Context: an optimization exercise on an open-source flow, tuned for small area and few clock cycles. The choices shown serve that exercise and are no tape-out recipe. The RTL was checked by simulation tests, not by an equivalence proof against the original design. No activity file was given, so power comes from the tool's default toggle rates.

## main
==> flow/design.v <==
module gbac_crc8_table (
    input  wire [7:0] idx,
    output wire [7:0] val
);
    assign val[0] = idx[0] ^ idx[1] ^ idx[2] ^ idx[3] ^ idx[4] ^ idx[5] ^ idx[7];
    assign val[1] = idx[1] ^ idx[2] ^ idx[3] ^ idx[4] ^ idx[5] ^ idx[6];
    assign val[2] = idx[0] ^ idx[1] ^ idx[6];
    assign val[3] = idx[1] ^ idx[2] ^ idx[7];
    assign val[4] = idx[2] ^ idx[3];
    assign val[5] = idx[3] ^ idx[4];
    assign val[6] = idx[4] ^ idx[5];
    assign val[7] = idx[0] ^ idx[1] ^ idx[2] ^ idx[3] ^ idx[4] ^ idx[6] ^ idx[7];
endmodule
module gbac_dispatch (
    input  wire       clk,
    input  wire       rst,         
    input  wire       rx_valid,
    output wire       rx_ready,
    input  wire [7:0] rx_data,
    input  wire       rx_last,
    input  wire [2:0] rx_nbits,    
    output wire       tx_valid,
    input  wire       tx_ready,
    output wire [7:0] tx_data,
    output wire       tx_last
);
    localparam CQD = 6;                      
    localparam WQD = 2;                      
    localparam [7:0] K_S = 8'h08;            
    localparam [7:0] K_P = 8'h48;            
    localparam [6:0] A_S0  = 7'h30;          
    localparam [6:0] A_S32 = 7'h50;
    localparam [6:0] A_P0  = 7'h51;          
    localparam [6:0] A_P8  = 7'h59;
    localparam [6:0] A_P32 = 7'h71;
    localparam [2:0] F_NONE = 3'd0,
                     F_ID   = 3'd1,
                     F_RDS  = 3'd2,          
                     F_RDP  = 3'd3,          
                     F_WR   = 3'd4,          
                     F_W80  = 3'd5,
                     F_WC0  = 3'd6,
                     F_WE0  = 3'd7;
    localparam [1:0] C_ID = 2'd0, C_RDS = 2'd1, C_RDP = 2'd2, C_WR = 2'd3;
    localparam [1:0] W_80 = 2'd1, W_C0 = 2'd2, W_E0 = 2'd3;
    localparam [1:0] SL_Z  = 2'd0,           
                     SL_ZA = 2'd1,           
                     SL_R  = 2'd2,           
                     SL_RA = 2'd3;           
    localparam [1:0] ROT_C0 = 2'd0, ROT_E0 = 2'd1, ROT_MAT = 2'd2;
    reg  [6:0]   ph;
    reg  [527:0] ring;
    wire [7:0]   head = ring[527:520];
    reg  [7:0]   in_r;
    reg  [1:0]   st_s;
    reg  [1:0]   st_p;
    wire         ph_s = (ph <= A_S32);       
    always @(posedge clk) begin
        if (rst || ph == A_P32) ph <= A_S0;
        else                    ph <= ph + 7'd1;
    end
    always @(posedge clk) begin
        ring <= {ring[519:0], in_r};
    end
    reg  [6:0]  idx;           
    reg  [2:0]  fcl;
    reg  [7:0]  crc;
    reg         rot;           
    reg         rot_run;       
    reg  [1:0]  rot_kind;
    wire [6:0]  rot_base = (rot_kind == ROT_E0) ? A_P0 : A_S0;
    wire [6:0]  rot_last = (rot_kind == ROT_C0) ? A_S32 : A_P32;
    wire        rot_act  = rot && (rot_run || ph == rot_base);
    wire        rot_end  = rot_act && (ph == rot_last);
    wire [7:0]  rot_byte = (rot_kind == ROT_E0 && ph == A_P8) ? 8'h81 :
                           (rot_kind == ROT_C0 && ph == A_S0) ? 8'h02 : head;
    wire [7:0]  crc_step;
    gbac_crc8_table u_tab (
        .idx (rot_act ? (((ph == rot_base) ? 8'h00 : crc) ^ rot_byte)
                      : (((idx == 7'd3) ? 8'h00 : crc) ^ rx_data)),
        .val (crc_step)
    );
    wire        nb1      = (rx_nbits == 3'd1);
    wire        push_id  = (idx == 7'd1)  && nb1 && (fcl == F_ID);
    wire        push_rd  = (idx == 7'd3)  && nb1 && (fcl == F_RDS || fcl == F_RDP);
    wire        push_wr  = (idx == 7'd35) && nb1 && fcl[2];
    wire        push_any = rx_last && (push_id || push_rd || push_wr);
    wire [1:0]  push_cmd = push_wr ? C_WR : push_rd ? (fcl[0] ? C_RDP : C_RDS) : C_ID;
    wire        push_rot = push_wr && ((fcl[1:0] == W_C0 && st_s == SL_R) ||
                                       (fcl[1:0] == W_E0 && st_p == SL_R));
    wire        in_slot = (idx >= A_S0) && (idx <= A_P32);
    reg  [1:0]  cq [0:CQD-1];
    reg  [2:0]  cn;
    reg  [9:0]  wq [0:WQD-1];
    reg  [1:0]  wn;
    wire        q_empty = (cn == 3'd0);
    wire        q_full  = (cn == CQD) || (push_wr && wn == WQD);
    wire        slots_in_ring = st_s[1] && st_p[1];
    wire        slot_ok = q_empty && slots_in_ring && (ph == idx);
    assign rx_ready = !rot && (!in_slot || slot_ok) &&
                      !(q_full && push_any) && !(push_rot && !q_empty);
    wire        rx_fire = rx_valid && rx_ready;
    always @(posedge clk) begin
        if (rst) begin
            idx <= 7'd0;
        end else if (rx_fire) begin
            idx <= rx_last ? 7'd0 : idx + 7'd1;
            if (idx == 7'd0)
                fcl <= (rx_data == 8'h00 || rx_data == 8'hFF) ? F_ID :
                       (rx_data == 8'h13) ? F_RDS :
                       (rx_data == 8'h14) ? F_WR : F_NONE;
            if (idx == 7'd1) begin
                case (fcl)
                F_RDS:   fcl <= (rx_data == 8'hC0) ? F_RDS :
                                (rx_data == 8'hF0) ? F_RDP : F_NONE;
                F_WR:    fcl <= (rx_data == 8'h80) ? F_W80 :
                                (rx_data == 8'hC0) ? F_WC0 :
                                (rx_data == 8'hE0) ? F_WE0 : F_WR;
                default: fcl <= F_NONE;
                endcase
            end
        end
        if ((rx_fire && idx >= 7'd3 && idx <= 7'd34) || rot_act)
            crc <= crc_step;
    end
    wire [1:0]  h_cmd = cq[cn - 3'd1];
    wire [9:0]  h_wr  = wq[wn - 2'd1];
    reg  [5:0]  cnt;           
    reg  [7:0]  b_data;
    reg         b_last;
    always @(*) begin
        b_data = 8'h00;
        b_last = 1'b1;
        case (h_cmd)
        C_ID: begin
            b_data = (cnt == 6'd1) ? 8'h03 : 8'h00;
            b_last = (cnt == 6'd2);
        end
        C_RDS: begin
            b_last = (cnt == 6'd32);
            b_data = (st_s == SL_ZA && cnt == 6'd0)  ? 8'h02 :
                     (st_s == SL_ZA && cnt == 6'd32) ? K_S : 8'h00;
        end
        C_RDP: begin
            b_last = (cnt == 6'd32);
            b_data = (st_p == SL_ZA && cnt == 6'd8)  ? 8'h81 :
                     (st_p == SL_ZA && cnt == 6'd32) ? K_P : 8'h00;
        end
        default: begin
            b_data = h_wr[7:0];
        end
        endcase
    end
    reg  [7:0]  hr;            
    reg         hv;            
    reg         hl;            
    wire        rd_s      = (h_cmd == C_RDS);
    wire        ring_mode = !q_empty && ((rd_s && st_s[1]) || (h_cmd == C_RDP && st_p[1]));
    wire [6:0]  rd_addr   = (rd_s ? A_S0 : A_P0) + {1'b0, cnt};
    assign tx_valid = ring_mode ? hv : (!q_empty && !rot);
    assign tx_data  = ring_mode ? hr : b_data;
    assign tx_last  = ring_mode ? hl : b_last;
    wire        tx_fire = tx_valid && tx_ready;
    wire        rd_load = ring_mode && !rot && (ph == rd_addr) && !(hv && hl) &&
                          (!hv || tx_ready);
    wire        pop     = tx_fire && tx_last;
    always @(posedge clk) begin
        if (rd_load) begin
            hr <= head;
            hl <= (cnt == 6'd32);
        end
    end
    always @(*) begin
        in_r = head;
        if (rx_fire && in_slot) in_r = rx_data;
        if (rot_act) begin
            case (rot_kind)
            ROT_C0:
                if (ph == A_S0)       in_r = 8'h02;
                else if (ph == A_S32) in_r = crc;
            ROT_E0:
                if (ph == A_P8)       in_r = 8'h81;
                else if (ph == A_P32) in_r = crc;
            default: begin
                if (ph_s ? !st_s[1] : !st_p[1]) begin
                    in_r = 8'h00;
                    if (st_s == SL_ZA && ph == A_S0)  in_r = 8'h02;
                    if (st_s == SL_ZA && ph == A_S32) in_r = K_S;
                    if (st_p == SL_ZA && ph == A_P8)  in_r = 8'h81;
                    if (st_p == SL_ZA && ph == A_P32) in_r = K_P;
                end
            end
            endcase
        end
    end
    integer i;
    always @(posedge clk) begin
        if (rst) begin
            cn      <= 3'd0;
            wn      <= 2'd0;
            cnt     <= 6'd0;
            hv      <= 1'b0;
            rot     <= 1'b0;
            rot_run <= 1'b0;
            st_s    <= SL_Z;
            st_p    <= SL_Z;
        end else begin
            if (rx_fire && push_any) begin
                for (i = CQD - 1; i > 0; i = i - 1)
                    cq[i] <= cq[i - 1];
                cq[0] <= push_cmd;
            end
            if (rx_fire && push_any && push_wr) begin
                for (i = WQD - 1; i > 0; i = i - 1)
                    wq[i] <= wq[i - 1];
                wq[0] <= {fcl[1:0], crc};
            end
            cn <= cn + (rx_fire && push_any) - pop;
            wn <= wn + (rx_fire && push_any && push_wr) - (pop && h_cmd == C_WR);
            if (pop)
                cnt <= 6'd0;
            else if (ring_mode ? rd_load : tx_fire)
                cnt <= cnt + 6'd1;
            if (rd_load)
                hv <= 1'b1;
            else if (tx_fire)
                hv <= 1'b0;
            if (pop && h_cmd == C_WR) begin
                case (h_wr[9:8])
                W_80: begin
                    st_s <= SL_Z;
                    st_p <= SL_Z;
                end
                W_C0: if (st_s == SL_Z) st_s <= SL_ZA;
                W_E0: if (st_p == SL_Z) st_p <= SL_ZA;
                default: ;
                endcase
            end
            if (rx_fire && push_rot) begin
                rot      <= 1'b1;
                rot_kind <= (fcl[1:0] == W_C0) ? ROT_C0 : ROT_E0;
            end
            if (in_slot && !slots_in_ring && q_empty && !rot) begin
                rot      <= 1'b1;
                rot_kind <= ROT_MAT;
            end
            if (rot_act)
                rot_run <= 1'b1;
            if (rot_end) begin
                rot     <= 1'b0;
                rot_run <= 1'b0;
                case (rot_kind)
                ROT_C0: st_s <= SL_RA;
                ROT_E0: st_p <= SL_RA;
                default: begin
                    st_s <= {1'b1, st_s[0]};
                    st_p <= {1'b1, st_p[0]};
                end
                endcase
            end
            if (rx_fire && in_slot && ph_s)  st_s <= SL_R;
            if (rx_fire && in_slot && !ph_s) st_p <= SL_R;
        end
    end
endmodule
==> flow/config.mk <==
export PLATFORM = sky130hd
export DESIGN_NAME = gbac_dispatch
export DESIGN_NICKNAME = gbac_dispatch
export VERILOG_FILES = /design/flow/design.v
export SDC_FILE = /design/flow/constraint.sdc
export NUM_CORES = 4
export LEC_CHECK = 0
export CAP_MARGIN = 20
export CORE_MARGIN = 2
export CORE_UTILIZATION = 35
export CTS_BUF_LIST = sky130_fd_sc_hd__clkbuf_8
export CTS_CLUSTER_DIAMETER = 60
export CTS_CLUSTER_SIZE = 20
export PLACE_DENSITY = 0.55
export SLEW_MARGIN = 20
==> flow/constraint.sdc <==
create_clock -name core_clock -period 11.0 [get_ports {clk}]
set_input_delay 2.2000 -clock core_clock [delete_from_list [all_inputs] [get_ports {clk}]]
set_output_delay 2.2000 -clock core_clock [all_outputs]
set_load 0.01 [all_outputs]
standard.sh (not shown) runs the stock make flow with config.mk's settings and CLKGATE_MAP_FILE= SYNTH_SCRIPT=/design/flow/synth_recipe.tcl, a recipe that flattens the netlist after the stock synthesis.
==> flow/flow/run.sh <==
#!/bin/bash
# The standard layout, with two changes: clock tree synthesis inserts no dummy
# loads, and the port buffers are the smallest buffer cell.
set -euo pipefail
export CTS_ARGS="-sink_clustering_enable -repair_clock_nets -dont_use_dummy_load -buf_list sky130_fd_sc_hd__clkbuf_8 -sink_clustering_size 20 -sink_clustering_max_diameter 60"
export BUFFER_PORTS_ARGS="-buffer_cell sky130_fd_sc_hd__buf_1"
bash standard.sh > standard.log 2>&1
Testbench counts of main, summed over its fixed seeds: cycles 47,099.
What the feature branch does differently from main at the input level:
--- a/flow/design.v
+++ b/flow/design.v
@@ -196,4 +196,16 @@
     integer i;
     always @(posedge clk) begin
+        if (rx_fire && push_any) begin
+            for (i = CQD - 1; i > 0; i = i - 1)
+                cq[i] <= cq[i - 1];
+            cq[0] <= push_cmd;
+        end
+        if (rx_fire && push_any && push_wr) begin
+            for (i = WQD - 1; i > 0; i = i - 1)
+                wq[i] <= wq[i - 1];
+            wq[0] <= {fcl[1:0], crc};
+        end
+    end
+    always @(posedge clk) begin
         if (rst) begin
             cn      <= 3'd0;
@@ -206,14 +218,4 @@
             st_p    <= SL_Z;
         end else begin
-            if (rx_fire && push_any) begin
-                for (i = CQD - 1; i > 0; i = i - 1)
-                    cq[i] <= cq[i - 1];
-                cq[0] <= push_cmd;
-            end
-            if (rx_fire && push_any && push_wr) begin
-                for (i = WQD - 1; i > 0; i = i - 1)
-                    wq[i] <= wq[i - 1];
-                wq[0] <= {fcl[1:0], crc};
-            end
             cn <= cn + (rx_fire && push_any) - pop;
             wn <= wn + (rx_fire && push_any && push_wr) - (pop && h_cmd == C_WR);
### Flow results
In the feature branch, final-layout fill cell count is higher than in main. main → the feature branch: count of unique library cells instantiated by Yosys dropped 10; non-clock buffer count dropped 1; minimum hold slack climbed 0.017 ns; reported combinational group power climbed about 280%. Compared with main, in the feature branch sequential share of layout area up 0.97 points; number of signal-net inverters in the final layout saw a decrease; routed wire length went down about 2.3%. Relative to main, met3 wire length increased by 17% in the feature branch. Share of power burned in the clock network: the feature branch < main.
Testbench counts of the feature branch, summed over its fixed seeds: cycles 47,099.

[what the ideal ports hide]
Ports are ideal in the flow. The routed layouts listed here were re-timed in OpenROAD. Step 1, drivers: a clkbuf_16 drives clk and a buf_2 each remaining input, both assumed. Step 2 adds t to the input delays and takes it off the output delays; t is the mean of the earliest and latest rising clock arrival at the registers after step 1. Input paths then give back, and output paths get back, about the clock's delay inside the block. Slacks: no drivers / after step 1 / after step 2; pairs: no drivers / after step 1.
run | t, ns | setup WS [ns] | worst setup path after step 2 | clock arrival spread, ns | worst register clock-pin slew, ns
main | 0.593 | 5.028 / 5.008 / 5.008 | input to output | 0.109 / 0.108 | 0.11 / 0.11
the feature branch | 0.603 | 4.829 / 4.808 / 4.808 | input to output | 0.070 / 0.070 | 0.11 / 0.11
After both steps every run listed still meets setup and hold. The setup slack of the feature branch, which loses most, moves by -0.021 ns with the drivers and by -0.021 ns with both steps.
